From an optimization exercise on the open Yosys and OpenROAD flow, aimed at small area, a short achievable clock period and few clock cycles per item; shortcuts taken in it are not production practice.
The RTL was checked by simulation tests, not by an equivalence proof against the original design.
Power is estimated from default activity; no workload was simulated.

[design/flow/design.v]
module lzss_comp #(
    parameter SMAX = 64,    
    parameter LMAX = 16     
) (
    input             clk,
    input             rst,         
    input             start,
    input      [11:0] cfg_s,
    input      [11:0] cfg_l,
    input      [4:0]  cfg_w,
    input      [12:0] cfg_n,
    input             in_valid,
    input      [15:0] in_data,
    output            in_ready,
    output            out_valid,
    output     [7:0]  out_data,
    output            out_last,
    input             out_ready,
    output reg        done,
    output reg [1:0]  err,         
    output     [12:0] res_lit,
    output     [12:0] res_match,
    output     [16:0] res_bits,
    output     [13:0] res_bytes
);
    localparam HN = SMAX - 1;      
    function [2:0] b2r7;
        input [6:0] v;
        begin
            if      (v[6]) b2r7 = 3'd7;
            else if (v[5]) b2r7 = 3'd6;
            else if (v[4]) b2r7 = 3'd5;
            else if (v[3]) b2r7 = 3'd4;
            else if (v[2]) b2r7 = 3'd3;
            else if (v[1]) b2r7 = 3'd2;
            else if (v[0]) b2r7 = 3'd1;
            else           b2r7 = 3'd0;
        end
    endfunction
    function [63:0] therm6;
        input [5:0] v;
        reg [7:0] oh, ol, gh, gl;
        integer i;
        begin
            for (i = 0; i < 8; i = i + 1) begin
                oh[i] = (v[5:3] == i);
                ol[i] = (v[2:0] == i);
            end
            gh[7] = 1'b0;
            gl[7] = ol[7];
            for (i = 6; i >= 0; i = i - 1) begin
                gh[i] = gh[i+1] | oh[i+1];     
                gl[i] = gl[i+1] | ol[i];       
            end
            for (i = 0; i < 64; i = i + 1)
                therm6[i] = gh[i/8] | (oh[i/8] & gl[i%8]);
        end
    endfunction
    function [2:0] inc6;
        input [2:0] v;
        begin
            case (v)
                3'd0:    inc6 = 3'd1;
                3'd1:    inc6 = 3'd2;
                3'd2:    inc6 = 3'd3;
                3'd3:    inc6 = 3'd4;
                3'd4:    inc6 = 3'd5;
                default: inc6 = 3'd6;
            endcase
        end
    endfunction
    function [7:1] tge_of;
        input [4:0] w;
        input [3:0] cost;
        integer i;
        begin
            for (i = 1; i <= 7; i = i + 1)
                tge_of[i] = 1'b1;
            case (cost)
                4'd3:  if (w < 2)  tge_of[1] = 1'b0;
                4'd4:  if (w < 3)  tge_of[1] = 1'b0;
                4'd5:  begin if (w < 4)  tge_of[1] = 1'b0; if (w < 2) tge_of[2] = 1'b0; end
                4'd6:  begin if (w < 5)  tge_of[1] = 1'b0; if (w < 2) tge_of[2] = 1'b0; end
                4'd7:  begin if (w < 6)  tge_of[1] = 1'b0; if (w < 3) tge_of[2] = 1'b0;
                             if (w < 2)  tge_of[3] = 1'b0; end
                4'd8:  begin if (w < 7)  tge_of[1] = 1'b0; if (w < 3) tge_of[2] = 1'b0;
                             if (w < 2)  tge_of[3] = 1'b0; end
                4'd9:  begin if (w < 8)  tge_of[1] = 1'b0; if (w < 4) tge_of[2] = 1'b0;
                             if (w < 2)  tge_of[3] = 1'b0; if (w < 2) tge_of[4] = 1'b0; end
                4'd10: begin if (w < 9)  tge_of[1] = 1'b0; if (w < 4) tge_of[2] = 1'b0;
                             if (w < 3)  tge_of[3] = 1'b0; if (w < 2) tge_of[4] = 1'b0; end
                4'd11: begin if (w < 10) tge_of[1] = 1'b0; if (w < 5) tge_of[2] = 1'b0;
                             if (w < 3)  tge_of[3] = 1'b0; if (w < 2) tge_of[4] = 1'b0;
                             if (w < 2)  tge_of[5] = 1'b0; end
                4'd12: begin if (w < 11) tge_of[1] = 1'b0; if (w < 5) tge_of[2] = 1'b0;
                             if (w < 3)  tge_of[3] = 1'b0; if (w < 2) tge_of[4] = 1'b0;
                             if (w < 2)  tge_of[5] = 1'b0; end
                4'd13: begin if (w < 12) tge_of[1] = 1'b0; if (w < 6) tge_of[2] = 1'b0;
                             if (w < 4)  tge_of[3] = 1'b0; if (w < 3) tge_of[4] = 1'b0;
                             if (w < 2)  tge_of[5] = 1'b0; if (w < 2) tge_of[6] = 1'b0; end
                default: ;
            endcase
        end
    endfunction
    reg        run;                
    reg        bad;                
    reg        su;                 
    reg        t_ok;               
    reg [6:0]  s_r;
    reg [4:0]  l_r;
    reg [4:0]  w_r;
    reg [12:0] n_r;
    reg [11:0] nm1_r;              
    reg [5:0]  sm1;                
    reg [15:0] wmask;              
    reg [2:0]  ob_r;               
    reg [3:0]  cost_r;             
    reg [3:0]  sh_off;             
    reg [3:0]  sh_len;             
    reg [3:0]  sh_lit;             
    reg [7:1]  tge;                
    reg        ir;                 
    reg [12:0] ntake;              
    reg        nt0;                
    reg        xv, yv;
    reg [15:0] x, y;
    reg [5:0]  vcnt;               
    reg [4:0]  k;                  
    reg [5:0]  bestd;              
    reg        ev_alive_r;         
    reg [15:0] h [1:HN];           
    reg [2:0]  c [1:HN];           
    reg [HN:1] a;                  
    reg        tv;
    reg        tm;
    reg [16:0] tl;
    reg [4:0]  tn;
    reg [39:0] acc;
    reg [5:0]  acc_n;
    reg [2:0]  hidx;               
    reg        hdr;                
    reg        ov;
    reg        ol;
    reg [7:0]  od;
    reg [12:0] cnt_lit;
    reg [12:0] cnt_match;
    reg [16:0] cnt_bits;
    reg [13:0] cnt_bytes;
    assign in_ready  = ir;
    assign out_valid = ov;
    assign out_last  = ol;
    assign out_data  = od;
    assign res_lit   = cnt_lit;
    assign res_match = cnt_match;
    assign res_bits  = cnt_bits;
    assign res_bytes = cnt_bytes;
    wire s_bad = (cfg_s == 12'd0) || (cfg_s > SMAX);
    wire l_bad = (cfg_l == 12'd0) || (cfg_l > LMAX);
    wire w_bad = (cfg_w == 5'd0) || (cfg_w > 5'd16);
    wire n_bad = (cfg_n > 13'd4096);
    wire [1:0] start_err = (s_bad || l_bad) ? 2'd1 :
                           w_bad            ? 2'd2 :
                           n_bad            ? 2'd1 : 2'd0;
    wire [5:0] n_fl    = acc_n + (tv ? {1'b0, tn} : 6'd0);
    wire       ce      = !(n_fl[5] || (n_fl[4] && n_fl[3]));   
    wire       kz      = (k == 5'd0);
    wire       all_abs = nt0 && !xv;
    wire       t1      = tge[1];
    wire       absorb  = run && xv && ce && (kz || (t_ok && (!t1 || ev_alive_r)));
    wire       in_fire = in_valid && ir;
    wire [15:0] xin    = in_data & wmask;
    wire [63:0] vld = therm6(vcnt);    
    wire [63:0] smk = therm6(sm1);     
    wire xz = (x == 16'd0);
    reg [HN:1] e;
    integer d;
    always @(*) begin
        for (d = 1; d <= HN; d = d + 1)
            e[d] = smk[d] && (vld[d] ? (x == h[d]) : xz);
    end
    reg [16:0] koh;                    
    reg [17:0] kle;                    
    always @(*) begin
        for (d = 0; d <= 16; d = d + 1)
            koh[d] = (k == d);
        kle[0] = koh[0];
        for (d = 1; d <= 16; d = d + 1)
            kle[d] = kle[d-1] | koh[d];
        kle[17] = 1'b1;
    end
    wire k_small = kle[7];
    wire k_le8   = kle[8];
    wire alive   = |a;
    reg [5:0] pe;                      
    always @(*) begin
        pe = 6'd0;
        for (d = HN; d >= 1; d = d - 1)
            if (a[d]) pe = d;
    end
    wire ev      = run && !kz && ce && t_ok;
    wire cap_hit = (k == l_r) || all_abs;
    wire ge_t    = !k_small || (|(koh[7:1] & tge[7:1]));    
    wire gt_t    = !k_le8   || (|(koh[8:2] & tge[7:1]));    
    wire cont    = ev && alive && !cap_hit;
    wire mcap    = ev && alive && cap_hit && ge_t;
    wire mdie    = ev && !alive && gt_t;
    wire is_m    = mcap || mdie;
    wire emit    = ev && !cont;
    wire keep    = !ev || cont;        
    wire [4:0] k_p1 = k + 5'd1;
    wire [4:0] k_m1 = k - 5'd1;
    wire [4:0] k_nx = absorb ? (keep ? k_p1 : is_m ? (mcap ? 5'd1 : 5'd2) : k)
                             : (keep ? k    : is_m ? (mcap ? 5'd0 : 5'd1) : k_m1);
    wire [7:0] kle1 = kle[8:1];        
    reg [HN:1] g1, gk, dk, dk1, dkp;
    always @(*) begin
        for (d = 1; d <= HN; d = d + 1) begin
            g1[d]  = (c[d] != 3'd0);                       
            gk[d]  = kle1[c[d]];                           
            dk[d]  = (d >= 8)  || kle[d];                  
            dk1[d] = (d >= 8)  || kle[d+1];                
            dkp[d] = (d >= 16) || kle[d-1];                
        end
    end
    reg [HN:1] a_nx;
    always @(*) begin
        for (d = 1; d <= HN; d = d + 1) begin
            if (absorb)
                a_nx[d] = e[d] && (kz ? 1'b1 :
                                   keep ? (a[d] && dkp[d]) :
                                   !is_m ? (gk[d] && dk[d]) :
                                   mdie ? (g1[d] && (d >= 2)) : 1'b1);
            else
                a_nx[d] = keep ? a[d] :
                          !is_m ? (gk[d] && dk1[d]) : g1[d];
        end
    end
    wire [15:0] lit_r  = h[k[2:0] == 3'd0 ? 1 : k[2:0]];
    wire [15:0] lit_l  = lit_r << sh_lit;
    wire [5:0]  m_off  = alive ? pe : bestd;
    wire [4:0]  m_len  = alive ? k : k_m1;
    wire [15:0] m_fld  = ({10'd0, m_off} << sh_off) | ({11'd0, m_len} << sh_len);
    wire fin      = all_abs && kz && !tv;
    wire src_v    = hdr || (acc_n >= 6'd8) || (fin && acc_n != 6'd0);
    wire src_last = hdr ? (hidx == 3'd5 && fin && acc_n == 6'd0) : (fin && acc_n <= 6'd8);
    reg [7:0] hdr_byte;
    always @(*) begin
        case (hidx)
            3'd0:    hdr_byte = {5'd0, s_r[6:4]};
            3'd1:    hdr_byte = {s_r[3:0], 4'd0};
            3'd2:    hdr_byte = {3'd0, l_r};
            3'd3:    hdr_byte = {7'd0, w_r[4]};
            3'd4:    hdr_byte = {w_r[3:0], nm1_r[11:8]};
            default: hdr_byte = nm1_r[7:0];
        endcase
    end
    wire ob_take = !ov || out_ready;           
    wire ld      = run && ob_take && src_v;
    wire acc_pop = ld && !hdr;
    wire [39:0] acc_ins = acc | (tv ? ({tl, 23'd0} >> acc_n[4:0]) : 40'd0);
    wire [5:0]  n_dec   = (n_fl > 6'd8) ? n_fl - 6'd8 : 6'd0;
    wire [17:0] bytes_c = {1'b0, cnt_bits} + 18'd55;
    always @(posedge clk) begin
        done <= 1'b0;
        if (rst) begin
            run        <= 1'b0;
            bad        <= 1'b0;
            err        <= 2'd0;
            ir         <= 1'b0;
            ov         <= 1'b0;
            ol         <= 1'b0;
            acc        <= 40'd0;
            acc_n      <= 6'd0;
            tv         <= 1'b0;
            hdr        <= 1'b0;
            xv         <= 1'b0;
            yv         <= 1'b0;
            k          <= 5'd0;
            vcnt       <= 6'd0;
            t_ok       <= 1'b0;
            ev_alive_r <= 1'b0;
            cnt_lit    <= 13'd0;
            cnt_match  <= 13'd0;
            cnt_bits   <= 17'd0;
            cnt_bytes  <= 14'd0;
        end else if (!run) begin
            if (start) begin
                s_r        <= cfg_s[6:0];
                l_r        <= cfg_l[4:0];
                w_r        <= cfg_w;
                n_r        <= cfg_n;
                wmask      <= ~(16'hFFFF << cfg_w);
                err        <= start_err;
                bad        <= (start_err != 2'd0);
                ntake      <= cfg_n;
                nt0        <= (cfg_n == 13'd0);
                ir         <= (start_err == 2'd0) && (cfg_n != 13'd0);
                xv         <= 1'b0;
                yv         <= 1'b0;
                k          <= 5'd0;
                vcnt       <= 6'd0;
                hidx       <= 3'd0;
                hdr        <= 1'b1;
                su         <= 1'b0;
                t_ok       <= 1'b0;
                tv         <= 1'b0;
                ev_alive_r <= 1'b0;
                cnt_lit    <= 13'd0;
                cnt_match  <= 13'd0;
                cnt_bits   <= 17'd0;
                cnt_bytes  <= 14'd0;
                if (start_err != 2'd0) done <= 1'b1;
                else                   run  <= 1'b1;
            end
        end else begin
            if (!t_ok) begin
                su <= 1'b1;
                if (!su) begin
                    ob_r   <= b2r7(s_r);
                    cost_r <= 4'd1 + {1'b0, b2r7(s_r)} + {1'b0, b2r7({2'd0, l_r})};
                    sm1    <= s_r[5:0] - 6'd1;
                    nm1_r  <= n_r[11:0] - 12'd1;
                    sh_lit <= 4'd0 - w_r[3:0];
                end else begin
                    t_ok   <= 1'b1;
                    tge    <= tge_of(w_r, cost_r);
                    sh_off <= 4'd0 - {1'b0, ob_r};
                    sh_len <= 4'd1 - cost_r;
                end
            end
            if (in_fire) begin
                ntake <= ntake - 13'd1;
                nt0   <= (ntake == 13'd1);
            end
            if (absorb) begin
                if (yv) begin
                    x <= y;
                    if (in_fire) y <= xin;
                    else         yv <= 1'b0;
                end else if (in_fire) begin
                    x <= xin;
                end else begin
                    xv <= 1'b0;
                end
            end else if (in_fire) begin
                if (!xv) begin x <= xin; xv <= 1'b1; end
                else     begin y <= xin; yv <= 1'b1; end
            end
            ir <= !(in_fire ? (xv && !absorb) || yv : yv && !absorb) &&
                  !(in_fire ? (ntake == 13'd1) : nt0);
            if (absorb && vcnt != 6'd63) vcnt <= vcnt + 6'd1;
            k <= k_nx;
            a <= a_nx;
            if (ev && alive) bestd <= pe;
            ev_alive_r <= cont && !absorb;
            tv <= emit;
            if (emit) begin
                tm <= is_m;
                tl <= is_m ? {1'b1, m_fld} : {1'b0, lit_l};
                tn <= is_m ? {1'b0, cost_r} : (w_r + 5'd1);
            end
            if (tv) begin
                cnt_bits <= cnt_bits + {12'd0, tn};
                if (tm) cnt_match <= cnt_match + 13'd1;
                else    cnt_lit   <= cnt_lit + 13'd1;
            end
            cnt_bytes <= bytes_c[16:3];
            if (ob_take) begin
                ov <= src_v;
                ol <= src_last;
                od <= hdr ? hdr_byte : acc[39:32];
            end
            if (ld && hdr) begin
                hidx <= hidx + 3'd1;
                if (hidx == 3'd5) hdr <= 1'b0;
            end
            if (acc_pop) begin
                acc   <= acc_ins << 8;
                acc_n <= n_dec;
            end else begin
                acc   <= acc_ins;
                acc_n <= n_fl;
            end
            if (ov && ol && out_ready) begin
                done <= 1'b1;
                run  <= 1'b0;
                ov   <= 1'b0;
                ir   <= 1'b0;
            end
        end
    end
    genvar g;
    generate
        for (g = 1; g <= HN; g = g + 1) begin : gh
            if (g == 1) begin : gh1
                always @(posedge clk) if (absorb) h[g] <= x;
            end else begin : ghn
                always @(posedge clk) if (absorb) h[g] <= h[g-1];
            end
            always @(posedge clk) begin
                if (!run)
                    c[g] <= 3'd0;
                else if (absorb)
                    c[g] <= e[g] ? inc6(c[g]) : 3'd0;
            end
        end
    endgenerate
endmodule
[design/flow/run.sh]
#!/bin/bash
# synth_recipe.tcl (not shown) runs the flow's synth.tcl, then flattens the netlist and writes it again
# the make line also repeats each setting of config.mk as NAME=value (left out here)
make -C /OpenROAD-flow-scripts/flow DESIGN_CONFIG=/design/flow/config.mk WORK_HOME=/design/flow/orfs CLKGATE_MAP_FILE= SYNTH_SCRIPT=/design/flow/synth_recipe.tcl finish
[design/flow/config.mk]
export PLATFORM = sky130hd
export DESIGN_NAME = lzss_comp
export DESIGN_NICKNAME = lzss_comp
export VERILOG_FILES = /design/flow/design.v
export SDC_FILE = /design/flow/constraint.sdc
export NUM_CORES = 4
export LEC_CHECK = 0
export CAP_MARGIN = 20
export CORE_MARGIN = 2
export CORE_UTILIZATION = 40
export SLEW_MARGIN = 20
[design/flow/constraint.sdc]
create_clock -name core_clock -period 13.0 [get_ports {clk}]
set_input_delay 2.6000 -clock core_clock [delete_from_list [all_inputs] [get_ports {clk}]]
set_output_delay 2.6000 -clock core_clock [all_outputs]
set_load 0.01 [all_outputs]
==> results of run 1 <==
kinds of logic after synthesis:
kind of cell / after synthesis / share of synthesized area, %
AND/OR/NAND/NOR: 1763 / 11.18
AO/OA/AOI/OAI: 1663 / 13.49
flip-flops: 1560 / 56.79
XOR/XNOR: 1096 / 12.48
buffers and inverters: 613 / 3.057
multiplexers: 135 / 2.235
adder cells (fa/ha/maj): 45 / 0.7613
metrics by stage:
| step | setup slack, ns | hold slack, ns | total power (W) | util (%) |
|---|---|---|---|---|
| finish | 6.042 | 0.4453 | 0.01050 | 45.14 |
| global route | 5.849 | 0.4600 | 0.01079 | 45.14 |
| CTS | 6.339 | 0.4433 | 0.01058 | 45.12 |
| detailed placement | 6.413 | 0.4388 | 0.005747 | 42.21 |
| global placement | 6.507 | 0.4413 | 0.005739 | 42.20 |
| floorplan | 2.026 | 0.4064 | 0.005646 | - |
cells in the final DEF, fill, tap and decap left out, drive strengths merged, types with 55 or more instances in the layout:
cell | netlist | routed
clkbuf | 417 | 222
inv | 72 | 82
nand4 | 179 | 179
buf | 122 | 99
nor3 | 106 | 106
clkinv | 2 | 62
edfxtp | 1244 | 1244
dfxtp | 316 | 316
nor4 | 195 | 195
a21oi | 568 | 568
nor2 | 545 | 545
a31oi | 109 | 109
nand2 | 436 | 436
o21ai | 392 | 392
xor2 | 511 | 511
clkdlybuf4s50 | 0 | 132
mux2i | 66 | 66
a32oi | 55 | 55
a211oi | 142 | 142
xnor2 | 585 | 585
state kept, by name, summed over array words and instances (netlist names), 13 cells and up:
signal and cells:
cnt_bytes 14, cnt_match 13, cnt_bits 17, ntake 13, a 63, y 16
tl 17, h 1008, wmask 16, acc 40, c 189, cnt_lit 13
x 16
layout make-up:
class	count	area, um^2
inverter	74	287.8
antenna	1	2.502
multi-input combinational	4702	31080
tap	2511	3142
timing repair buffer	231	2287
sequential	1560	43690
clock inverter	91	979.7
fill	17290	104600
clock buffer	222	4559
where the power goes:
part / internal, W / switching, W
Sequential: 0.00534 / 0.0000121
Clock: 0.00280 / 0.00205
Combinational: 0.000115 / 0.000180
how the worst max path moves through the flow:
stage,slack [ns],cells past startpoint,end
2_1_floorplan,2.03,18,a[5]
3_3_place_gp,6.51,15,h[51][5]
3_5_place_dp,6.41,11,h[51][9]
4_1_cts,6.34,11,h[52][15]
5_1_grt,5.85,15,h[58][4]
6_report,6.04,15,h[59][8]
metal layers:
metal  GRT usage, %  up-vias
li1               -    25170
met5              0        -
met1          29.20    27150
met4          7.937        2
met2          35.00     2299
met3          3.694      401
==> run notes, run 1 <==
* Status: timing/DRC/antenna clean
* Main synth FF type: edfxtp_1
* Post-synth EDFFs at 1,244
* Critical path class: register to register
* Metal2 WL at 102,500 um
* Yosys top cell area share at 48.57%
* Cts hold-fix bufs at 0
* TritonRoute pass-1 iters at 8
* Crit-path cells: and2_1, ha_1, inv_1, fa_1, inv_1, a21o_1, a21oi_1, xnor2_1, ha_1, nand2b_1, a2111oi_2, nand2_4, inv_8, buf_12, buf_12
* Skew final at 0.04454 ns
* Final Cell Area at 86,030 um^2
* CP max stage delay at 0.86 ns
* Slowest-stage cell, CP: a2111oi_2
* Slew margin rel. at 10.21%
* Final WL at 219,800 um
* FF+latch count, synth at 1,560
* CTS Root Cell: clkbuf_16
* Hold Path Stages at 0
* Clock Latency Late Sink at 0.82 ns
* Avg Cell Area, Syn at 11.19 um^2
* RSZ-0062 raised after global routing: no
* Crit. Startpoint: tv
* Nets@finish at 6,846
* VDD IR max at 0.0001311 V
* WL met3 at 16,840 um
* Syn Inst Count at 6,875
* Dpl cells at 9,077
* Sequential area share after synthesis at 56.79%
* Final setup vio count at 0
* Largest net degree at the start of global routing at 201
* Hold Path Class: register to register
* Tcrit/Tclk final at 53.52%
* Maxcap violations at 0
* DRC at 0
* Top sig layer: met5
* Clk sinks at 1,560
* Post-DP HPWL at 140,200 um
* Placed instance area at 80,450 um^2
* Die height at 442.5 um
* Max Fclk at 143.7 MHz
* Mapped Nets at 6,983
* First-pass GRT wire length at 327,900 um
* Row Count at 160
* DIE WIDTH at 442.5 um
* LEAKAGE at 26.28 nW
* Worst r2r dst: h[59][8]
* CP Launch Type: register
* Die area at 195,800 um^2
* Endpoint type of the worst setup path: register
* 1st-iter DRT viols at 5,919
* Gr usage total at 21.65%
* Layout cells sized above 1 at 7.137%
* Grt total ovfl at 0
* Port Buffers at 133
* R2R Setup Slk at 6.04 ns
* Worst path required time at 13.41 ns
* Synthesized cell area at 76,910 um^2
* Most frequent cells after synthesis: edfxtp_1 (1,244), xnor2_1 (585), a21oi_1 (568), nor2_1 (545), xor2_1 (511)
* Sum of negative setup slack at 0 ns
* Count of final max-slew check failures at 0
* Initial Util at 40.36%
* H-Tree Depth at 4
* Io pins at 134
* Synth-to-layout area growth at 11.85%
* Via Count at 55.02k
* Reg2Reg Launch Point: tv
* Tmin final at 6.958 ns
* Core Region at 190,600 um^2
* Crit-path max FO at 200
* Avg WL per Cell at 23.40 um
* Worst path bufs/invs at 5
* Gpl congestion at 0.9510
* Yosys cell types at 89
* Layout Cells excl Fill at 9,392
* Warnings, synthesis at 157
* CTS resizes at 0
* DR vias/cell at 5.858
* DRT met1 WL at 92,840 um
* Worst r2r path cells at 15
* FFs w/ async S/R, synth at 0%
* Top cells by area, synth: edfxtp_1 (49%), dfxtp_1 (8.2%), xnor2_1 (6.7%)
* PD cells at 122.1 nW/um^2
* Worst Tran Pin Value at 1.347 ns
* CTS Buffer Depth at 3
* Crit path DAT at 7.37 ns
* Number of global-route vias before repair at 52.96k
* Post-CTS Repair Setup Buffers at 0
* Largest area contributor in the synthesized netlist: edfxtp_1
* ANT nets after route at 0
* Hold Path Origin: h[60][15]
* TritonCTS clock tree: done
* CTS Buf Count at 169
* Hold Path Sink: h[61][15]
* Cell family with most CP delay: buffers and inverters
* Final Hold Viols at 0
* Worst-path clk slew at 0.06 ns
* Most common cell in the netlist: edfxtp_1
* Initial antenna violation count at 2
Testbench counts, summed over its fixed seeds: cycles 43,486, units 42,556.
==> run 2, diff against run 1 <==
--- a/design/flow/design.v
+++ b/design/flow/design.v
@@ -109,16 +109,14 @@
     reg [6:0]  s_r;
     reg [4:0]  l_r;
     reg [4:0]  w_r;
-    reg [12:0] n_r;
     reg [11:0] nm1_r;              
-    reg [5:0]  sm1;                
-    reg [15:0] wmask;              
     reg [2:0]  ob_r;               
     reg [3:0]  cost_r;             
     reg [3:0]  sh_off;             
     reg [3:0]  sh_len;             
     reg [3:0]  sh_lit;             
     reg [7:1]  tge;                
+    reg        ce;                 
     reg        ir;                 
     reg [12:0] ntake;              
     reg        nt0;                
@@ -162,15 +160,16 @@
                            w_bad            ? 2'd2 :
                            n_bad            ? 2'd1 : 2'd0;
     wire [5:0] n_fl    = acc_n + (tv ? {1'b0, tn} : 6'd0);
-    wire       ce      = !(n_fl[5] || (n_fl[4] && n_fl[3]));   
     wire       kz      = (k == 5'd0);
     wire       all_abs = nt0 && !xv;
     wire       t1      = tge[1];
     wire       absorb  = run && xv && ce && (kz || (t_ok && (!t1 || ev_alive_r)));
     wire       in_fire = in_valid && ir;
+    wire [15:0] wmask  = ~(16'hFFFF << w_r);
     wire [15:0] xin    = in_data & wmask;
     wire [63:0] vld = therm6(vcnt);    
-    wire [63:0] smk = therm6(sm1);     
+    wire [63:0] st6 = therm6(s_r[5:0]);
+    wire [63:0] smk = {s_r[6], s_r[6] ? 63'h7fffffffffffffff : st6[63:1]};    
     wire xz = (x == 16'd0);
     reg [HN:1] e;
     integer d;
@@ -260,6 +259,10 @@
     wire [39:0] acc_ins = acc | (tv ? ({tl, 23'd0} >> acc_n[4:0]) : 40'd0);
     wire [5:0]  n_dec   = (n_fl > 6'd8) ? n_fl - 6'd8 : 6'd0;
     wire [17:0] bytes_c = {1'b0, cnt_bits} + 18'd55;
+    wire [6:0]  nf_m    = {1'b0, n_fl} + {3'd0, cost_r};
+    wire [6:0]  nf_l    = {1'b0, n_fl} + {2'd0, w_r} + 7'd1;
+    wire [6:0]  nf_x    = !emit ? {1'b0, n_fl} : is_m ? nf_m : nf_l;
+    wire        ce_nx   = acc_pop ? (nf_x < 7'd32) : (nf_x < 7'd24);
     always @(posedge clk) begin
         done <= 1'b0;
         if (rst) begin
@@ -271,6 +274,7 @@
             ol         <= 1'b0;
             acc        <= 40'd0;
             acc_n      <= 6'd0;
+            ce         <= 1'b1;
             tv         <= 1'b0;
             hdr        <= 1'b0;
             xv         <= 1'b0;
@@ -288,8 +292,8 @@
                 s_r        <= cfg_s[6:0];
                 l_r        <= cfg_l[4:0];
                 w_r        <= cfg_w;
-                n_r        <= cfg_n;
-                wmask      <= ~(16'hFFFF << cfg_w);
+                nm1_r      <= cfg_n[11:0] - 12'd1;
+                ce         <= 1'b1;
                 err        <= start_err;
                 bad        <= (start_err != 2'd0);
                 ntake      <= cfg_n;
@@ -318,8 +322,6 @@
                 if (!su) begin
                     ob_r   <= b2r7(s_r);
                     cost_r <= 4'd1 + {1'b0, b2r7(s_r)} + {1'b0, b2r7({2'd0, l_r})};
-                    sm1    <= s_r[5:0] - 6'd1;
-                    nm1_r  <= n_r[11:0] - 12'd1;
                     sh_lit <= 4'd0 - w_r[3:0];
                 end else begin
                     t_ok   <= 1'b1;
@@ -374,6 +376,7 @@
                 hidx <= hidx + 3'd1;
                 if (hidx == 3'd5) hdr <= 1'b0;
             end
+            ce <= ce_nx;
             if (acc_pop) begin
                 acc   <= acc_ins << 8;
                 acc_n <= n_dec;
==> design/flow/flow/run.sh (new file) <==
#!/bin/bash
set -euo pipefail
export SETUP_SLACK_MARGIN=8.5
bash standard.sh > standard.log 2>&1
==> design/flow/standard.sh (new file) <==
#!/bin/bash
# synth_recipe.tcl (not shown) runs the flow's synth.tcl, then flattens the netlist and writes it again
# the make line also repeats each setting of config.mk as NAME=value (left out here)
make -C /OpenROAD-flow-scripts/flow DESIGN_CONFIG=/design/flow/config.mk WORK_HOME=/design/flow/orfs CLKGATE_MAP_FILE= SYNTH_SCRIPT=/design/flow/synth_recipe.tcl "${@:-finish}"
removed: design/flow/run.sh
==> run 2 against run 1 <==
Combinational power hardly changed. Routed wire length rose by 1.4%. Sequential share of layout area down 0.75 points. Clock skew grew 0.0088 ns. Final area decreased by 0.72%. Die area shrank 1.1%. Largest power group unchanged. Highest routed layer is now met4.
==> run notes, run 2 <==
* Status: timing/DRC/antenna clean
* Max reg flops at 1,008
* FF+latch count, synth at 1,528
* Cts hold-fix bufs at 0
* Slowest-stage cell, CP: edfxtp_1
* Warnings, synthesis at 157
* CP Launch Type: register
* 1st-iter DRT viols at 5,643
* Post-DP HPWL at 142,900 um
* Top cells by area, synth: edfxtp_1 (48%), dfxtp_1 (8.3%), xor2_1 (7.0%)
* Clock group share of total power at 46.4%
* Critical path class: register to register
* TritonRoute pass-1 iters at 6
* Post-CTS Repair Setup Buffers at 0
* Synthesized cell area at 76,060 um^2
* CTS Buffer Depth at 3
* Reg power frac at 50.7%
* Yosys cell types at 86
* Logic pwr share at 2.9%
* Initial antenna violation count at 2
* Worst-path clk slew at 0.06 ns
* H-Tree Depth at 4
* Tcrit/Tclk final at 34.36%
* Port Buffers at 133
* Die area at 193,600 um^2
* Largest net degree at the start of global routing at 194
* Crit-path max FO at 28
* Gr usage total at 22.41%
* Synth-to-layout area growth at 12.30%
* Die height at 440.1 um
* Sequential area share after synthesis at 56.16%
* Hold Path Class: register to register
* Largest reg by FF count: h
* Count of final max-slew check failures at 0
* Commonest non-fill, non-tap cell in the layout: edfxtp_1
* Initial Util at 40.12%
* Core Region at 189,600 um^2
* Switch Pwr at 0.002266 W
* Post-synth EDFFs at 1,211
* Final WL at 222,900 um
* RSZ-0062 raised after global routing: yes
* DRC at 0
* Layout Cells excl Fill at 9,415
* Slew margin rel. at 19.09%
* VDD IR max at 0.00009589 V
* Endpoint type of the worst setup path: register
* Skew final at 0.05334 ns
* Worst path required time at 13.76 ns
* Main synth FF type: edfxtp_1
* ANT nets after route at 0
* Io pins at 134
* Avg Cell Area, Syn at 11.06 um^2
* FILL cells at 17.16k
* Avg WL per Cell at 23.68 um
* Final core utilization at 45.05%
* Worst path most repeated cell: buf_4
* Row Count at 160
* Number of global-route vias before repair at 53.02k
* Syn Inst Count at 6,876
* DR vias/cell at 5.826
* Max Fclk at 223.9 MHz
* Maxcap violations at 0
* Most frequent cells after synthesis: edfxtp_1 (1,211), xor2_1 (606), a21oi_1 (592), nor2_1 (496), xnor2_1 (490)
* DIE WIDTH at 440.1 um
* Min Hold Slack at 0.4297 ns
* Tmin final at 4.467 ns
* Worst Tran Pin Value at 1.183 ns
* Commonest non-fill, non-tap cells in the layout: edfxtp_1 (1,211), xor2_1 (605), a21oi_1 (590), nor2_1 (490), xnor2_1 (490)
* Gpl congestion at 0.9134
* Grt total ovfl at 0
* Final setup vio count at 0
* LEAKAGE at 26.12 nW
* Sum of negative setup slack at 0 ns
* Switch share at 21.91%
* Clk sinks at 1,528
* Final Hold Viols at 0
* Largest registers: h x1008, c x189, a x63
* Layout cells sized above 1 at 7.968%
* Crit-path cells: buf_4, buf_4, xnor2_1, nand4_1, nor4_1, nor2_1, a211oi_2, and2_1, o21ai_0, a21oi_1
* CTS Buf Count at 167
* Via Count at 54.85k
* Nets@finish at 6,882
* Most common cell in the netlist: edfxtp_1
* TritonCTS clock tree: done
* Crit path DAT at 5.23 ns
* Largest area contributor in the synthesized netlist: edfxtp_1
* First-pass GRT wire length at 331,400 um
* Yosys top cell area share at 47.81%
* Clock Latency Late Sink at 0.83 ns
* FFs w/ async S/R, synth at 0%
* Dpl cells at 9,108
* CTS Root Cell: clkbuf_16
* Mapped Nets at 6,991
* PD cells at 121.1 nW/um^2
* Cell internal pwr at 0.008077 W
* CP max stage delay at 0.83 ns
-- run 2: area by class of cell --
| cell class | instances | area [um^2] | area share (%) |
|---|---|---|---|
| flip-flops and latches | 1528 | 42730 | 50.03 |
| multi-input cells | 4740 | 31290 | 36.63 |
| clock buffers | 227 | 4518 | 5.290 |
| well taps | 2511 | 3142 | 3.678 |
| repair buffers | 234 | 2354 | 2.756 |
| clock inverters | 78 | 973.4 | 1.140 |
| inverters | 96 | 400.4 | 0.4688 |
| diodes | 1 | 2.502 | 0.002930 |
-- run 2: path summary, 6_finish.rpt --
check	start	to	slack [ns]	cells past startpoint
min	h[21][2]	h[22][2]	0.43	0
max reg2reg	x[0]	c[27][1]	8.53	10
max	x[0]	c[27][1]	8.53	10
min reg2reg	h[21][2]	h[22][2]	0.43	0
-- run 2: power by group through the flow --
stage | clock network (W) | registers (W) | logic [W]
floorplan | 0 | 0.00534 | 0.000190
global placement | 0 | 0.00535 | 0.000286
detailed placement | 0 | 0.00535 | 0.000291
CTS | 0.00488 | 0.00524 | 0.000292
global route | 0.00506 | 0.00524 | 0.000322
finish | 0.00480 | 0.00525 | 0.000299
-- run 2: per-layer routing --
layer	vias to the layer above	part of all wire [%]	global-route usage [%]	wire, um
met5	-	0	0	0
met2	2283	47	36.83	104800
met4	0	4.0	8.843	8859
met1	26980	41	29.30	92000
li1	25130	-	-	-
met3	456	7.8	4.007	17280
-- run 2: critical path, delay by kind of cell (launching register included) --
family	cells	cell delay, ns
AO/OA/AOI/OAI	3	0.88
XOR/XNOR	1	0.19
flip-flops	1	0.83
AND/OR/NAND/NOR	4	1.27
buffers and inverters	2	1.17
-- run 2: cells by family after synthesis --
kind of cell | share of synthesized area [%]
adder cells (fa/ha/maj) | 0.9114
AO/OA/AOI/OAI | 13.63
AND/OR/NAND/NOR | 11.76
multiplexers | 1.800
flip-flops | 56.16
buffers and inverters | 3.121
XOR/XNOR | 12.62
-- run 2: timing repair --
action / in CTS / in global routing
resized for setup: 45 / 27
endpoints found under the setup margin: 936 / 501
cloned: 0 / 1
pin swaps: 0 / 2
-- run 2: metrics by stage --
stage                     setup WS, ns  area, um^2  total power, W
after floorplan                  7.990       76240        0.005526
after global placement           7.137       79590        0.005635
after detailed placement         7.035       79610        0.005640
after CTS                        8.504       85260         0.01042
after global routing             8.477       85410         0.01063
final                            8.533       85410         0.01034
Testbench counts of run 2, summed over its fixed seeds: cycles 43,486, units 42,556.
==> run 3, diff against run 2 <==
--- a/design/flow/design.v
+++ b/design/flow/design.v
@@ -112,9 +112,6 @@
     reg [11:0] nm1_r;              
     reg [2:0]  ob_r;               
     reg [3:0]  cost_r;             
-    reg [3:0]  sh_off;             
-    reg [3:0]  sh_len;             
-    reg [3:0]  sh_lit;             
     reg [7:1]  tge;                
     reg        ce;                 
     reg        ir;                 
@@ -124,6 +121,8 @@
     reg [15:0] x, y;
     reg [5:0]  vcnt;               
     reg [4:0]  k;                  
+    reg        kz;                 
+    reg        absorb;             
     reg [5:0]  bestd;              
     reg        ev_alive_r;         
     reg [15:0] h [1:HN];           
@@ -160,12 +159,13 @@
                            w_bad            ? 2'd2 :
                            n_bad            ? 2'd1 : 2'd0;
     wire [5:0] n_fl    = acc_n + (tv ? {1'b0, tn} : 6'd0);
-    wire       kz      = (k == 5'd0);
     wire       all_abs = nt0 && !xv;
     wire       t1      = tge[1];
-    wire       absorb  = run && xv && ce && (kz || (t_ok && (!t1 || ev_alive_r)));
     wire       in_fire = in_valid && ir;
     wire [15:0] wmask  = ~(16'hFFFF << w_r);
+    wire [3:0]  sh_off = 4'd0 - {1'b0, ob_r};         
+    wire [3:0]  sh_len = 4'd1 - cost_r;                
+    wire [3:0]  sh_lit = 4'd0 - w_r[3:0];              
     wire [15:0] xin    = in_data & wmask;
     wire [63:0] vld = therm6(vcnt);    
     wire [63:0] st6 = therm6(s_r[5:0]);
@@ -263,6 +263,12 @@
     wire [6:0]  nf_l    = {1'b0, n_fl} + {2'd0, w_r} + 7'd1;
     wire [6:0]  nf_x    = !emit ? {1'b0, n_fl} : is_m ? nf_m : nf_l;
     wire        ce_nx   = acc_pop ? (nf_x < 7'd32) : (nf_x < 7'd24);
+    wire       xv_nx   = absorb ? (yv || in_fire) : (xv || in_fire);
+    wire [7:1] tge_nx  = tge_of(w_r, cost_r);
+    wire       t1_nx   = t_ok ? t1 : tge_nx[1];
+    wire       eva_nx  = cont && !absorb;
+    wire       kz_nx   = (k_nx == 5'd0);
+    wire       ab_nx   = xv_nx && ce_nx && (kz_nx || ((t_ok || su) && (!t1_nx || eva_nx)));
     always @(posedge clk) begin
         done <= 1'b0;
         if (rst) begin
@@ -280,6 +286,8 @@
             xv         <= 1'b0;
             yv         <= 1'b0;
             k          <= 5'd0;
+            kz         <= 1'b1;
+            absorb     <= 1'b0;
             vcnt       <= 6'd0;
             t_ok       <= 1'b0;
             ev_alive_r <= 1'b0;
@@ -302,6 +310,8 @@
                 xv         <= 1'b0;
                 yv         <= 1'b0;
                 k          <= 5'd0;
+                kz         <= 1'b1;
+                absorb     <= 1'b0;
                 vcnt       <= 6'd0;
                 hidx       <= 3'd0;
                 hdr        <= 1'b1;
@@ -322,12 +332,9 @@
                 if (!su) begin
                     ob_r   <= b2r7(s_r);
                     cost_r <= 4'd1 + {1'b0, b2r7(s_r)} + {1'b0, b2r7({2'd0, l_r})};
-                    sh_lit <= 4'd0 - w_r[3:0];
                 end else begin
                     t_ok   <= 1'b1;
-                    tge    <= tge_of(w_r, cost_r);
-                    sh_off <= 4'd0 - {1'b0, ob_r};
-                    sh_len <= 4'd1 - cost_r;
+                    tge    <= tge_nx;
                 end
             end
             if (in_fire) begin
@@ -352,6 +359,8 @@
                   !(in_fire ? (ntake == 13'd1) : nt0);
             if (absorb && vcnt != 6'd63) vcnt <= vcnt + 6'd1;
             k <= k_nx;
+            kz <= kz_nx;
+            absorb <= ab_nx;
             a <= a_nx;
             if (ev && alive) bestd <= pe;
             ev_alive_r <= cont && !absorb;
==> design/flow/flow/run.sh (replaced) <==
#!/bin/bash
set -euo pipefail
export SETUP_SLACK_MARGIN=9.0
bash standard.sh > standard.log 2>&1
==> run 3 against run 2 <==
Cell count down 0.45%. First-iteration DRC count down 1.6%. Synthesized area down 1.2%. Power down 3.5%. Clock-buffer cell count down 10. Sequential power down 1%. Flip-flop and latch count down 11. Die area down 1.2%. Sequential share of layout area up 0.17 points. Setup slack better by 0.46 ns. Routed wire length down 0.70%. Largest power group unchanged. Highest routed layer is now met5.
==> run notes, run 3 <==
* Most frequent cells after synthesis: edfxtp_1 (1,199), xnor2_1 (691), nand2_1 (584), a21oi_1 (551), o21ai_0 (439)
* Commonest non-fill, non-tap cells in the layout: edfxtp_1 (1,199), xnor2_1 (691), nand2_1 (580), a21oi_1 (548), o21ai_0 (432)
* CTS Buf Count at 164
* 1st-iter DRT viols at 5,553
* FFs w/ async S/R, synth at 0%
* CTS Buffer Depth at 3
* Tcrit/Tclk final at 30.79%
* CTS Root Cell: clkbuf_16
* Critical path class: primary input to register
* Die area at 191,400 um^2
* Skew final at 0.02928 ns
* Clock group share of total power at 46.2%
* TritonCTS clock tree: done
* Layout Cells excl Fill at 9,373
* Syn Inst Count at 6,830
* Initial Util at 40.15%
* Min Hold Slack at 0.4387 ns
* Die height at 437.5 um
* DR vias/cell at 5.836
* H-Tree Depth at 4
* Largest reg by FF count: h
* Hold Path Class: register to register
* Worst-path clk slew at 0.06 ns
* Most common cell in the netlist: edfxtp_1
* Tmin final at 4.002 ns
* Max Fclk at 249.9 MHz
* Multi-input logic area at 31,030 um^2
* TritonRoute pass-1 iters at 6
* Maxcap violations at 0
* Top cells by area, synth: edfxtp_1 (48%), dfxtp_1 (8.5%), xnor2_1 (8.1%)
* Commonest non-fill, non-tap cell in the layout: edfxtp_1
* FILL cells at 17.11k
* Crit path DAT at 4.44 ns
* FF+latch count, synth at 1,517
* VDD IR max at 0.0001133 V
* Post-synthesis xor/xnor area fraction at 12.84%
* Max reg flops at 1,008
* FF/Latch Area at 42,490 um^2
* Largest net degree at the start of global routing at 213
* Avg Cell Area, Syn at 11.00 um^2
* GR Layer Usage met3 at 3.518%
* First-pass GRT wire length at 330,700 um
* Avg WL per Cell at 23.62 um
* Slew margin rel. at 14.12%
* Clock Latency Late Sink at 0.82 ns
* CP Launch Type: primary input
* Switch Pwr at 0.002138 W
* Clk sinks at 1,517
* GR Util met2 at 36.60%
* Sequential area share after synthesis at 56.37%
* Endpoint type of the worst setup path: register
* Final Hold Viols at 0
* Final core utilization at 45.20%
* ANT nets after route at 0
* Reg power frac at 52.0%
* Largest family of logic cells by synthesized area: compound AO/OA/AOI/OAI gates
* Initial antenna violation count at 6
* Logic pwr share at 1.8%
* LEAKAGE at 26.27 nW
* Cell internal pwr at 0.007844 W
* Switch share at 21.42%
* Post-synthesis mux area share at 1.593%
* Layout cells sized above 1 at 9.510%
* Final setup vio count at 0
* Dpl cells at 9,025
* Post-DP HPWL at 140,500 um
* Yosys cell types at 87
* Post-synth EDFFs at 1,199
* Total power at 0.009982 W
* Main synth FF type: edfxtp_1
* Yosys top cell area share at 47.90%
* Worst path required time at 13.44 ns
* Crit-path max FO at 64
* PD cells at 118.0 nW/um^2
* Gr usage total at 22.39%
* Grt met1 use at 29.34%
* Port Buffers at 133
* Number of global-route vias before repair at 52.81k
* Post-Synth Adder-Cell Area at 0.9256%
* Grt peak-use layer: met2
* Row Count at 159
* Worst Tran Pin Value at 1.288 ns
* Synth-to-layout area growth at 12.59%
* Compound-Gate Fraction of Synth Area at 13.90%
* Largest registers: h x1008, c x189, a x63
* Via Count at 54.70k
* Sum of negative setup slack at 0 ns
* Core Region at 187,200 um^2
* Grt total ovfl at 0
* DIE WIDTH at 437.5 um
* Final WL at 221,400 um
* Status: timing/DRC/antenna clean
* Io pins at 134
* Count of final max-slew check failures at 0
* Gpl congestion at 0.8756
* Synthesized cell area at 75,160 um^2
* Mapped Nets at 6,946
* RSZ-0062 raised after global routing: yes
* Simple-gate share of the synthesized area at 11.33%
* Nets@finish at 6,862
* Largest area contributor in the synthesized netlist: edfxtp_1
* DRC at 0
* Warnings, synthesis at 157
-- run 3: critical path, cell delays in order --
cell      delay (ns)
buf_2           0.10
buf_6           0.25
nand2b_1        0.23
buf_4           0.28
nor3_1          0.91
-- run 3: final timing paths --
kind	endpoint	cells past startpoint	slack, ns	startpoint
min	h[41][3]	0	0.44	h[40][3]
max reg2reg	a[4]	10	9.05	k[3]
max	bestd[3]	5	9.00	rst
min reg2reg	h[41][3]	0	0.44	h[40][3]
-- run 3: per-stage QoR --
stage / setup WS (ns) / cell area (um^2)
floorplan: 3.822 / 75280
detailed placement: 7.514 / 78690
CTS: 8.835 / 84270
finish: 8.998 / 84620
global placement: 7.589 / 78670
global route: 8.856 / 84620
-- run 3: final cells by class --
cell class | count | share of cell area (%)
sequential | 1517 | 50.21
multi-input combinational | 4715 | 36.67
clock buffer | 217 | 5.290
tap | 2495 | 3.689
timing repair buffer | 279 | 2.920
clock inverter | 80 | 0.8975
inverter | 69 | 0.3238
antenna | 1 | 0.002957
-- run 3: kinds of logic after synthesis --
kind of cell	Yosys count
compound gates	1699
simple gates	1763
fa+ha+maj	54
mux	96
buf+inv	599
flops	1517
xor+xnor	1102
-- run 3: power by group through the flow --
| stage | clock (W) | combinational (W) | sequential [W] |
|---|---|---|---|
| final | 0.00461 | 0.000180 | 0.00519 |
| after global routing | 0.00486 | 0.000192 | 0.00519 |
| after CTS | 0.00469 | 0.000178 | 0.00519 |
| after detailed placement | 0 | 0.000177 | 0.00530 |
| after global placement | 0 | 0.000175 | 0.00530 |
| after floorplan | 0 | 0.000101 | 0.00529 |
-- run 3: per-layer routing --
layer | share of wire (%) | routed length [um] | vias to the layer above
li1 | - | - | 25020
met1 | 41 | 91190 | 26950
met2 | 47 | 104400 | 2273
met3 | 7.2 | 15890 | 444
met4 | 4.5 | 9880 | 8
met5 | 0.026 | 57 | -
-- run 3: timing repair --
item,CTS,global route
endpoints found under the setup margin,357,323
pin swaps,10,6
hold buffers,0,0
gates cloned,2,1
setup buffers,31,15
gates resized for setup,424,53
Testbench counts of run 3, summed over its fixed seeds: cycles 43,486, units 42,556.
==> run 4, diff against run 3 <==
--- a/design/flow/design.v
+++ b/design/flow/design.v
@@ -129,7 +129,6 @@
     reg [2:0]  c [1:HN];           
     reg [HN:1] a;                  
     reg        tv;
-    reg        tm;
     reg [16:0] tl;
     reg [4:0]  tn;
     reg [39:0] acc;
@@ -366,13 +365,12 @@
             ev_alive_r <= cont && !absorb;
             tv <= emit;
             if (emit) begin
-                tm <= is_m;
                 tl <= is_m ? {1'b1, m_fld} : {1'b0, lit_l};
                 tn <= is_m ? {1'b0, cost_r} : (w_r + 5'd1);
             end
             if (tv) begin
                 cnt_bits <= cnt_bits + {12'd0, tn};
-                if (tm) cnt_match <= cnt_match + 13'd1;
+                if (tl[16]) cnt_match <= cnt_match + 13'd1;
                 else    cnt_lit   <= cnt_lit + 13'd1;
             end
             cnt_bytes <= bytes_c[16:3];
==> design/flow/flow/run.sh (replaced) <==
#!/bin/bash
set -euo pipefail
export SETUP_SLACK_MARGIN=9.0
export BUFFER_PORTS_ARGS="-buffer_cell sky130_fd_sc_hd__buf_2"
bash standard.sh > standard.log 2>&1
--- a/design/flow/config.mk
+++ b/design/flow/config.mk
@@ -7,5 +7,7 @@
 export LEC_CHECK = 0
 export CAP_MARGIN = 20
 export CORE_MARGIN = 2
-export CORE_UTILIZATION = 40
+export CORE_UTILIZATION = 55
+export CTS_CLUSTER_DIAMETER = 100
+export CTS_CLUSTER_SIZE = 20
 export SLEW_MARGIN = 20
==> run 4 against run 3 <==
Highest routed layer unchanged. Critical endpoint is now tl[6]. Sequential power barely moved. Cell count fell by 8.6%. Global-route usage rose by 8.3 points. Via count fell by 0.20%. Fmax fell by 0.22%. Still clean on timing, DRC and antenna. Synthesized cell count rose by 1.3%. Final area fell by 4.3%. Sequential share of layout area rose by 2.1 points. Clock skew rose by 0.0037 ns.
==> run notes, run 4 <==
* Status: timing/DRC/antenna clean
* VDD IR max at 0.00009008 V
* Warnings, synthesis at 157
* Avg WL per Cell at 25.85 um
* Crit path DAT at 4.49 ns
* Yosys cell types at 93
* ANT nets after route at 0
* Worst r2r path cells at 8
* Commonest non-fill, non-tap cell in the layout: edfxtp_1
* R2R Setup Slk at 8.99 ns
* Clock Latency Late Sink at 0.75 ns
* Most frequent cells after synthesis: edfxtp_1 (1,199), xnor2_1 (656), a21oi_1 (546), nand2_1 (539), nor2_1 (497)
* DR vias/cell at 6.369
* Number of global-route vias before repair at 51.51k
* RSZ-0062 raised after global routing: yes
* Gpl congestion at 0.9221
* Post-synth EDFFs at 1,199
* Most common cell in the netlist: edfxtp_1
* Critical path capture point: tl[6]
* Port Buffers at 133
* Grt peak-use layer: met2
* FILL cells at 11.29k
* Initial Util at 55.31%
* DIE WIDTH at 375.4 um
* Die height at 375.4 um
* CTS Buf Count at 86
* Cts hold-fix bufs at 0
* FF+latch count, synth at 1,517
* FFs w/ async S/R, synth at 0%
* Core Region at 137,200 um^2
* Hold Path Class: register to register
* Mapped Nets at 7,037
* Row Count at 136
* Largest registers: h x1008, c x189, a x63
* Worst Tran Pin Value at 1.176 ns
* GR Util met2 at 47.72%
* H-Tree Depth at 3
* Endpoint type of the worst setup path: register
* CTS Buffer Depth at 3
* Worst r2r dst: tl[6]
* Setup WS post-layout at 8.989 ns
* Crit-path max FO at 5
* Layout cells sized above 1 at 8.383%
* Largest area contributor in the synthesized netlist: edfxtp_1
* Yosys top cell area share at 47.46%
* Critical path class: register to register
* Post-Place Setup Slack at 7.763 ns
* Avg Cell Area, Syn at 10.96 um^2
* Skew final at 0.03301 ns
* Crit. Startpoint: a[42]
* Worst path required time at 13.47 ns
* Count of final max-slew check failures at 0
* Worst-path clk slew at 0.09 ns
* PD cells at 101.9 nW/um^2
* TritonRoute pass-1 iters at 7
* Synthesized cell area at 75,860 um^2
* First-pass GRT wire length at 329,300 um
* Post-DP HPWL at 142,200 um
* Initial antenna violation count at 5
* Largest net degree at the start of global routing at 210
* Grt met1 use at 44.36%
* Syn Inst Count at 6,921
* Via Count at 54.59k
* Grt total ovfl at 0
* Gr usage total at 30.67%
* 1st-iter DRT viols at 6,216
* Commonest non-fill, non-tap cells in the layout: edfxtp_1 (1,199), xnor2_1 (656), a21oi_1 (543), nand2_1 (531), nor2_1 (495)
* Final setup vio count at 0
* Clk sinks at 1,517
* Final WL at 221,500 um
* Sequential area share after synthesis at 55.85%
* Slew margin rel. at 21.42%
* Sum of negative setup slack at 0 ns
* GR Layer Usage met3 at 4.186%
* TritonCTS clock tree: done
* Tcrit/Tclk final at 30.85%
* Maxcap violations at 0
* Nets@finish at 6,861
* Final Hold Viols at 0
* Final core utilization at 59.07%
* Reg2Reg Launch Point: a[42]
* DRC at 0
* Synth-to-layout area growth at 6.789%
* Io pins at 134
* Top cells by area, synth: edfxtp_1 (47%), dfxtp_1 (8.4%), xnor2_1 (7.6%)
* CP Launch Type: register
* CTS Root Cell: clkbuf_16
* Main synth FF type: edfxtp_1
* Die area at 140,900 um^2
* Largest reg by FF count: h
* LEAKAGE at 24.77 nW
* Max reg flops at 1,008
* Max Fclk at 249.3 MHz
* Tmin final at 4.011 ns
[run 4: cell types whose count changed after synthesis, moves of 14 or more]
| cell | previous run | this run |
|---|---|---|
| o311a_1 | 27 | 1 |
| a211o_1 | 9 | 47 |
| nor2_1 | 399 | 497 |
| nand3_1 | 52 | 89 |
| a22oi_1 | 64 | 34 |
| o21bai_1 | 47 | 29 |
| xor2_1 | 411 | 441 |
| a221oi_1 | 51 | 80 |
| xnor2_1 | 691 | 656 |
| nand2_1 | 584 | 539 |
| nand4_1 | 231 | 198 |
| o21ai_0 | 439 | 423 |
| nand3b_1 | 18 | 4 |
[run 4: cell type report]
class,instances,area [um^2],share of cell area (%)
sequential,1517,42400,52.34
inverter,83,342.8,0.4232
timing repair buffer,267,2043,2.522
tap,1794,2245,2.771
multi-input combinational,4789,31530,38.92
clock buffer,110,2285,2.820
clock inverter,9,160.2,0.1977
timing repair inverter,1,5.005,0.006178
antenna,1,2.502,0.003089
[run 4: worst min path at each step]
stage,startpoint,endpoint,slack [ns],cells past startpoint
floorplan,x[0],h[1][0],0.42,0
global placement,cnt_bytes[12],cnt_bytes[12],0.44,2
detailed placement,cnt_bytes[12],cnt_bytes[12],0.44,2
CTS,cnt_bytes[12],cnt_bytes[12],0.46,2
global route,cnt_bytes[13],cnt_bytes[13],0.48,2
finish,cnt_bytes[12],cnt_bytes[12],0.46,2
[run 4: logic make-up (layout without fill, tap and decap cells)]
family,count (synthesis),count (layout),synth area share (%)
buf+inv,617,470,3.165
compound gates,1719,1720,14.13
mux,118,118,1.988
flops,1517,1517,55.85
simple gates,1800,1801,11.29
fa+ha+maj,53,53,0.9039
other cells,0,1,0
xor+xnor,1097,1097,12.67
[run 4: critical path, stage by stage, from the launching register on]
cell      delay (ns)
edfxtp_1        0.52
or4_4           0.59
or4_4           0.60
o31ai_1         0.93
nor2_1          0.08
a21o_1          0.25
a211o_1         0.34
a32oi_1         0.30
a21oi_1         0.16
[run 4: where the power goes]
part | leakage (nW) | internal [W] | total, W | switching [W]
logic | 10.9 | 0.0000562 | 0.000167 | 0.000111
registers | 12.7 | 0.00517 | 0.00519 | 0.0000150
clock network | 1.18 | 0.00125 | 0.00290 | 0.00164
[run 4: repair_timing]
item	in CTS	in global routing
buffers inserted	8	16
endpoints found under the hold margin	0	0
gates cloned	5	3
resized for setup	72	51
pin swaps	4	6
endpoints found under the setup margin	366	212
[run 4: per-layer routing]
metal	routed length [um]	part of all wire (%)
met5	26	0.012
met4	8070	3.6
met3	16010	7.2
met2	100300	45
met1	97150	44
[run 4: stage by stage]
stage / area (um^2) / hold slack (ns) / instances / power [W]
detailed placement: 77760 / 0.4413 / 8419 / 0.005461
global placement: 77760 / 0.4356 / 8419 / 0.005460
global route: 81010 / 0.4773 / 8570 / 0.008469
finish: 81010 / 0.4573 / 8571 / 0.008251
floorplan: 75930 / 0.4244 / 6921 / 0.005394
CTS: 80650 / 0.4608 / 8551 / 0.008287
Testbench counts of run 4, summed over its fixed seeds: cycles 43,486, units 42,556.
==> run 5, diff against run 4 <==
--- a/design/flow/design.v
+++ b/design/flow/design.v
@@ -109,7 +109,6 @@
     reg [6:0]  s_r;
     reg [4:0]  l_r;
     reg [4:0]  w_r;
-    reg [11:0] nm1_r;              
     reg [2:0]  ob_r;               
     reg [3:0]  cost_r;             
     reg [7:1]  tge;                
@@ -131,13 +130,10 @@
     reg        tv;
     reg [16:0] tl;
     reg [4:0]  tn;
-    reg [39:0] acc;
+    reg [47:0] acc;
     reg [5:0]  acc_n;
-    reg [2:0]  hidx;               
-    reg        hdr;                
-    reg        ov;
-    reg        ol;
-    reg [7:0]  od;
+    reg        ov;                 
+    reg        ol;                 
     reg [12:0] cnt_lit;
     reg [12:0] cnt_match;
     reg [16:0] cnt_bits;
@@ -145,7 +141,7 @@
     assign in_ready  = ir;
     assign out_valid = ov;
     assign out_last  = ol;
-    assign out_data  = od;
+    assign out_data  = acc[47:40];
     assign res_lit   = cnt_lit;
     assign res_match = cnt_match;
     assign res_bits  = cnt_bits;
@@ -157,6 +153,17 @@
     wire [1:0] start_err = (s_bad || l_bad) ? 2'd1 :
                            w_bad            ? 2'd2 :
                            n_bad            ? 2'd1 : 2'd0;
+    reg [11:0] n_m1;
+    reg        n_lz;               
+    integer j;
+    always @(*) begin
+        n_lz = 1'b1;
+        for (j = 0; j < 12; j = j + 1) begin
+            n_m1[j] = cfg_n[j] ^ n_lz;
+            n_lz    = n_lz && !cfg_n[j];
+        end
+    end
+    wire [47:0] header = {cfg_s, cfg_l, 7'd0, cfg_w, n_m1};
     wire [5:0] n_fl    = acc_n + (tv ? {1'b0, tn} : 6'd0);
     wire       all_abs = nt0 && !xv;
     wire       t1      = tge[1];
@@ -238,36 +245,25 @@
     wire [5:0]  m_off  = alive ? pe : bestd;
     wire [4:0]  m_len  = alive ? k : k_m1;
     wire [15:0] m_fld  = ({10'd0, m_off} << sh_off) | ({11'd0, m_len} << sh_len);
-    wire fin      = all_abs && kz && !tv;
-    wire src_v    = hdr || (acc_n >= 6'd8) || (fin && acc_n != 6'd0);
-    wire src_last = hdr ? (hidx == 3'd5 && fin && acc_n == 6'd0) : (fin && acc_n <= 6'd8);
-    reg [7:0] hdr_byte;
-    always @(*) begin
-        case (hidx)
-            3'd0:    hdr_byte = {5'd0, s_r[6:4]};
-            3'd1:    hdr_byte = {s_r[3:0], 4'd0};
-            3'd2:    hdr_byte = {3'd0, l_r};
-            3'd3:    hdr_byte = {7'd0, w_r[4]};
-            3'd4:    hdr_byte = {w_r[3:0], nm1_r[11:8]};
-            default: hdr_byte = nm1_r[7:0];
-        endcase
-    end
-    wire ob_take = !ov || out_ready;           
-    wire ld      = run && ob_take && src_v;
-    wire acc_pop = ld && !hdr;
-    wire [39:0] acc_ins = acc | (tv ? ({tl, 23'd0} >> acc_n[4:0]) : 40'd0);
+    wire        pop     = ov && out_ready;
+    wire [47:0] acc_ins = acc | (tv ? ({tl, 31'd0} >> acc_n[4:0]) : 48'd0);
     wire [5:0]  n_dec   = (n_fl > 6'd8) ? n_fl - 6'd8 : 6'd0;
+    wire [5:0]  n_nx    = pop ? n_dec : n_fl;
+    wire        fin_nx  = nt0_nx && !xv_nx && kz_nx && !emit;    
+    wire        ov_nx   = (n_nx >= 6'd8) || (fin_nx && n_nx != 6'd0);
+    wire        ol_nx   = fin_nx && (n_nx <= 6'd8);
     wire [17:0] bytes_c = {1'b0, cnt_bits} + 18'd55;
     wire [6:0]  nf_m    = {1'b0, n_fl} + {3'd0, cost_r};
     wire [6:0]  nf_l    = {1'b0, n_fl} + {2'd0, w_r} + 7'd1;
     wire [6:0]  nf_x    = !emit ? {1'b0, n_fl} : is_m ? nf_m : nf_l;
-    wire        ce_nx   = acc_pop ? (nf_x < 7'd32) : (nf_x < 7'd24);
+    wire        ce_nx   = pop ? (nf_x < 7'd40) : (nf_x < 7'd32);
     wire       xv_nx   = absorb ? (yv || in_fire) : (xv || in_fire);
     wire [7:1] tge_nx  = tge_of(w_r, cost_r);
     wire       t1_nx   = t_ok ? t1 : tge_nx[1];
     wire       eva_nx  = cont && !absorb;
     wire       kz_nx   = (k_nx == 5'd0);
-    wire       ab_nx   = xv_nx && ce_nx && (kz_nx || ((t_ok || su) && (!t1_nx || eva_nx)));
+    wire       nt0_nx  = in_fire ? (ntake == 13'd1) : nt0;
+    wire       ab_nx   = xv_nx && (kz_nx || (ce_nx && (t_ok || su) && (!t1_nx || eva_nx)));
     always @(posedge clk) begin
         done <= 1'b0;
         if (rst) begin
@@ -277,11 +273,10 @@
             ir         <= 1'b0;
             ov         <= 1'b0;
             ol         <= 1'b0;
-            acc        <= 40'd0;
+            acc        <= 48'd0;
             acc_n      <= 6'd0;
             ce         <= 1'b1;
             tv         <= 1'b0;
-            hdr        <= 1'b0;
             xv         <= 1'b0;
             yv         <= 1'b0;
             k          <= 5'd0;
@@ -295,25 +290,33 @@
             cnt_bits   <= 17'd0;
             cnt_bytes  <= 14'd0;
         end else if (!run) begin
+            err <= 2'd0;
+            ir  <= 1'b0;
+            ov  <= 1'b0;
+            ol  <= 1'b0;
+            acc <= 48'd0;
+            acc_n <= 6'd0;
             if (start) begin
                 s_r        <= cfg_s[6:0];
                 l_r        <= cfg_l[4:0];
                 w_r        <= cfg_w;
-                nm1_r      <= cfg_n[11:0] - 12'd1;
-                ce         <= 1'b1;
+                ce         <= 1'b0;
                 err        <= start_err;
                 bad        <= (start_err != 2'd0);
                 ntake      <= cfg_n;
                 nt0        <= (cfg_n == 13'd0);
                 ir         <= (start_err == 2'd0) && (cfg_n != 13'd0);
+                if (start_err == 2'd0) begin
+                    acc   <= header;
+                    acc_n <= 6'd48;
+                    ov    <= 1'b1;
+                end
                 xv         <= 1'b0;
                 yv         <= 1'b0;
                 k          <= 5'd0;
                 kz         <= 1'b1;
                 absorb     <= 1'b0;
                 vcnt       <= 6'd0;
-                hidx       <= 3'd0;
-                hdr        <= 1'b1;
                 su         <= 1'b0;
                 t_ok       <= 1'b0;
                 tv         <= 1'b0;
@@ -326,6 +329,7 @@
                 else                   run  <= 1'b1;
             end
         end else begin
+            err <= 2'd0;
             if (!t_ok) begin
                 su <= 1'b1;
                 if (!su) begin
@@ -374,24 +378,12 @@
                 else    cnt_lit   <= cnt_lit + 13'd1;
             end
             cnt_bytes <= bytes_c[16:3];
-            if (ob_take) begin
-                ov <= src_v;
-                ol <= src_last;
-                od <= hdr ? hdr_byte : acc[39:32];
-            end
-            if (ld && hdr) begin
-                hidx <= hidx + 3'd1;
-                if (hidx == 3'd5) hdr <= 1'b0;
-            end
-            ce <= ce_nx;
-            if (acc_pop) begin
-                acc   <= acc_ins << 8;
-                acc_n <= n_dec;
-            end else begin
-                acc   <= acc_ins;
-                acc_n <= n_fl;
-            end
-            if (ov && ol && out_ready) begin
+            ce    <= ce_nx;
+            acc   <= pop ? acc_ins << 8 : acc_ins;
+            acc_n <= n_nx;
+            ov    <= ov_nx;
+            ol    <= ol_nx;
+            if (pop && ol) begin
                 done <= 1'b1;
                 run  <= 1'b0;
                 ov   <= 1'b0;
==> design/flow/flow/run.sh (replaced) <==
#!/bin/bash
set -euo pipefail
export SETUP_SLACK_MARGIN=9.2
export BUFFER_PORTS_ARGS="-buffer_cell sky130_fd_sc_hd__buf_2"
bash standard.sh > standard.log 2>&1
==> run 5 against run 4 <==
Still clean on timing, DRC and antenna. Sequential power is 2% lower. Via count down 0.64%. Fmax rose by 2.2%. Setup slack better by 0.087 ns. Routed wire length grew 0.37%. Sequential share of layout area down 1.1 points. First-iteration DRC count decreased by 1.6%. Clock skew is 0.017 ns higher. Global-route usage up 0.64 points. Critical path type unchanged. Critical endpoint is now tl[4]. Largest power group unchanged.
==> run notes, run 5 <==
* Crit-path max FO at 5
* Max Fclk at 254.9 MHz
* RSZ-0062 raised after global routing: yes
* CTS Buffer Depth at 3
* Post-DP HPWL at 143,600 um
* Largest area contributor in the synthesized netlist: edfxtp_1
* First-pass GRT wire length at 326,300 um
* Largest net degree at the start of global routing at 90
* Core Region at 133,800 um^2
* Avg Cell Area, Syn at 11.06 um^2
* Slowest-stage cell, CP: or4b_4
* Final WL at 222,400 um
* Post-Place Setup Slack at 7.679 ns
* Clk sinks at 1,501
* Layout Cells excl Fill at 8,513
* Tmin final at 3.923 ns
* Cell family with most CP delay: simple AND/OR/NAND/NOR gates
* Main synth FF type: edfxtp_1
* Avg WL per Cell at 26.12 um
* TritonRoute pass-1 iters at 8
* Synthesized cell area at 74,350 um^2
* FF+latch count, synth at 1,501
* FFs w/ async S/R, synth at 0%
* Syn Inst Count at 6,724
* Post-synth EDFFs at 1,176
* Commonest non-fill, non-tap cell in the layout: edfxtp_1
* VDD IR max at 0.0001115 V
* Worst path most repeated cell: or4_4
* Dpl cells at 8,269
* PD cells at 98.46 nW/um^2
* Status: timing/DRC/antenna clean
* DIE WIDTH at 371.7 um
* Commonest non-fill, non-tap cells in the layout: edfxtp_1 (1,176), xnor2_1 (764), nand2_1 (569), a21oi_1 (448), nor2_1 (437)
* Crit path DAT at 4.51 ns
* ANT nets after route at 0
* Largest registers: h x1008, c x189, a x63
* CP Launch Type: register
* Final Hold Viols at 0
* CP max stage delay at 0.62 ns
* Worst-path clk slew at 0.09 ns
* Io pins at 134
* Final setup vio count at 0
* Mapped Nets at 6,844
* Worst Tran Pin Value at 1.219 ns
* CTS Buf Count at 85
* H-Tree Depth at 3
* Synth-to-layout area growth at 10.21%
* Largest reg by FF count: h
* Cts hold-fix bufs at 0
* Final core utilization at 61.25%
* Tcrit/Tclk final at 30.18%
* Count of final max-slew check failures at 0
* Skew final at 0.04978 ns
* Top cells by area, synth: edfxtp_1 (47%), xnor2_1 (9.0%), dfxtp_1 (8.8%)
* Clock Latency Late Sink at 0.74 ns
* Grt total ovfl at 0
* Setup WS post-layout at 9.077 ns
* DR vias/cell at 6.371
* 1st-iter DRT viols at 6,115
* Maxcap violations at 0
* Layout cells sized above 1 at 11.68%
* Row Count at 134
* Sum of negative setup slack at 0 ns
* Yosys top cell area share at 47.49%
* Slew margin rel. at 17.86%
* Hold Path Class: register to register
* Number of global-route vias before repair at 50.93k
* Die height at 371.7 um
* Worst path bufs/invs at 2
* Sequential area share after synthesis at 56.24%
* Worst path required time at 13.58 ns
* Min Hold Slack at 0.4459 ns
* DRC at 0
* Most common cell in the netlist: edfxtp_1
* Warnings, synthesis at 157
* CTS Root Cell: clkbuf_16
* Max reg flops at 1,008
* Die area at 138,100 um^2
* Gr usage total at 31.31%
* Port Buffers at 133
* Gpl congestion at 0.9641
* Nets@finish at 6,832
* Via Count at 54.24k
* Critical path class: register to register
* TritonCTS clock tree: done
* Endpoint type of the worst setup path: register
* Crit-path cells: or4_4, or4b_4, or4_4, buf_4, buf_6, or3_4, a21oi_4, a2111oi_2, a221o_1, o31ai_2, a21o_1
* Yosys cell types at 93
* Most frequent cells after synthesis: edfxtp_1 (1,176), xnor2_1 (767), nand2_1 (575), a21oi_1 (454), nor2_1 (445)
* LEAKAGE at 24.94 nW
* Initial antenna violation count at 1
* Initial Util at 55.57%
[run 5: changes by cell type in the layout (fill, tap and decap cells not counted), sizes merged, moves of 23 or more]
cell / previous run / this run
xor2: 441 / 322
edfxtp: 1199 / 1176
buf: 263 / 365
a21oi: 548 / 456
nor2: 497 / 448
xnor2: 656 / 767
nand2: 539 / 576
a211o: 47 / 14
mux2i: 55 / 106
a32oi: 31 / 7
nand4: 198 / 221
[run 5: cells by family (layout without fill, tap and decap cells)]
logic type,Yosys count,after routing,share of synthesized area (%)
simple gates,1791,1795,11.44
mux,156,156,2.442
fa+ha+maj,58,58,1.005
flops,1501,1501,56.24
compound gates,1574,1574,13.11
xor+xnor,1090,1090,12.86
other cells,0,1,0
buf+inv,554,570,2.903
[run 5: report_power, final]
part	switching [W]	leakage [nW]	total (W)	internal, W
clock network	0.00162	1.15	0.00285	0.00123
logic	0.0000708	11.4	0.000111	0.0000403
registers	0.00000847	12.4	0.00511	0.00510
[run 5: worst min-delay path, cell delays in order, from the launching register on]
cell and delay, ns:
dfxtp_2 0.33, nand2_1 0.05, nand2_1 0.04
[run 5: repair_timing]
action / 4_1_cts / 5_1_grt
hold endpoints to repair: 0 / 0
pin swaps: 24 / 60
endpoints found under the setup margin: 739 / 566
setup buffers: 73 / 33
gates cloned: 6 / 10
resized for setup: 308 / 137
[run 5: layout make-up]
class	count	area [um^2]
inverter	78	319.1
clock inverter	8	158.9
sequential	1501	41980
timing repair buffer	372	3516
multi-input combinational	4673	31490
tap	1768	2212
clock buffer	111	2246
fill	10790	51850
antenna	1	2.502
timing repair inverter	1	11.26
[run 5: path summary, 6_finish.rpt]
kind	start	depth (start not counted)	slack [ns]	endpoint
worst max-delay path	a[53]	11	9.08	tl[4]
worst min-delay path	cnt_bytes[2]	2	0.45	cnt_bytes[2]
worst max register to register	a[53]	11	9.08	tl[4]
worst min register to register	cnt_bytes[2]	2	0.45	cnt_bytes[2]
[run 5: layer usage]
metal | track usage, % | share of wire, %
met5 | 0 | 0
met4 | 11.38 | 4.1
met3 | 4.719 | 7.4
met2 | 48.87 | 45
met1 | 44.49 | 43
[run 5: metrics by stage]
| step | total power, W | area (um^2) |
|---|---|---|
| after global routing | 0.008273 | 81940 |
| after CTS | 0.008112 | 80880 |
| final | 0.008068 | 81940 |
| after detailed placement | 0.005326 | 76490 |
| after floorplan | 0.005281 | 74450 |
| after global placement | 0.005325 | 76490 |
Testbench counts of run 5, summed over its fixed seeds: cycles 43,104, units 42,556.

Setup slack of run 5, layout unchanged: 9.077 ns with ideal ports, 9.072 ns with driving cells assumed (clock clkbuf_16, inputs buf_2), 8.329 ns with port delays also shifted by the 0.805 ns mid clock arrival.
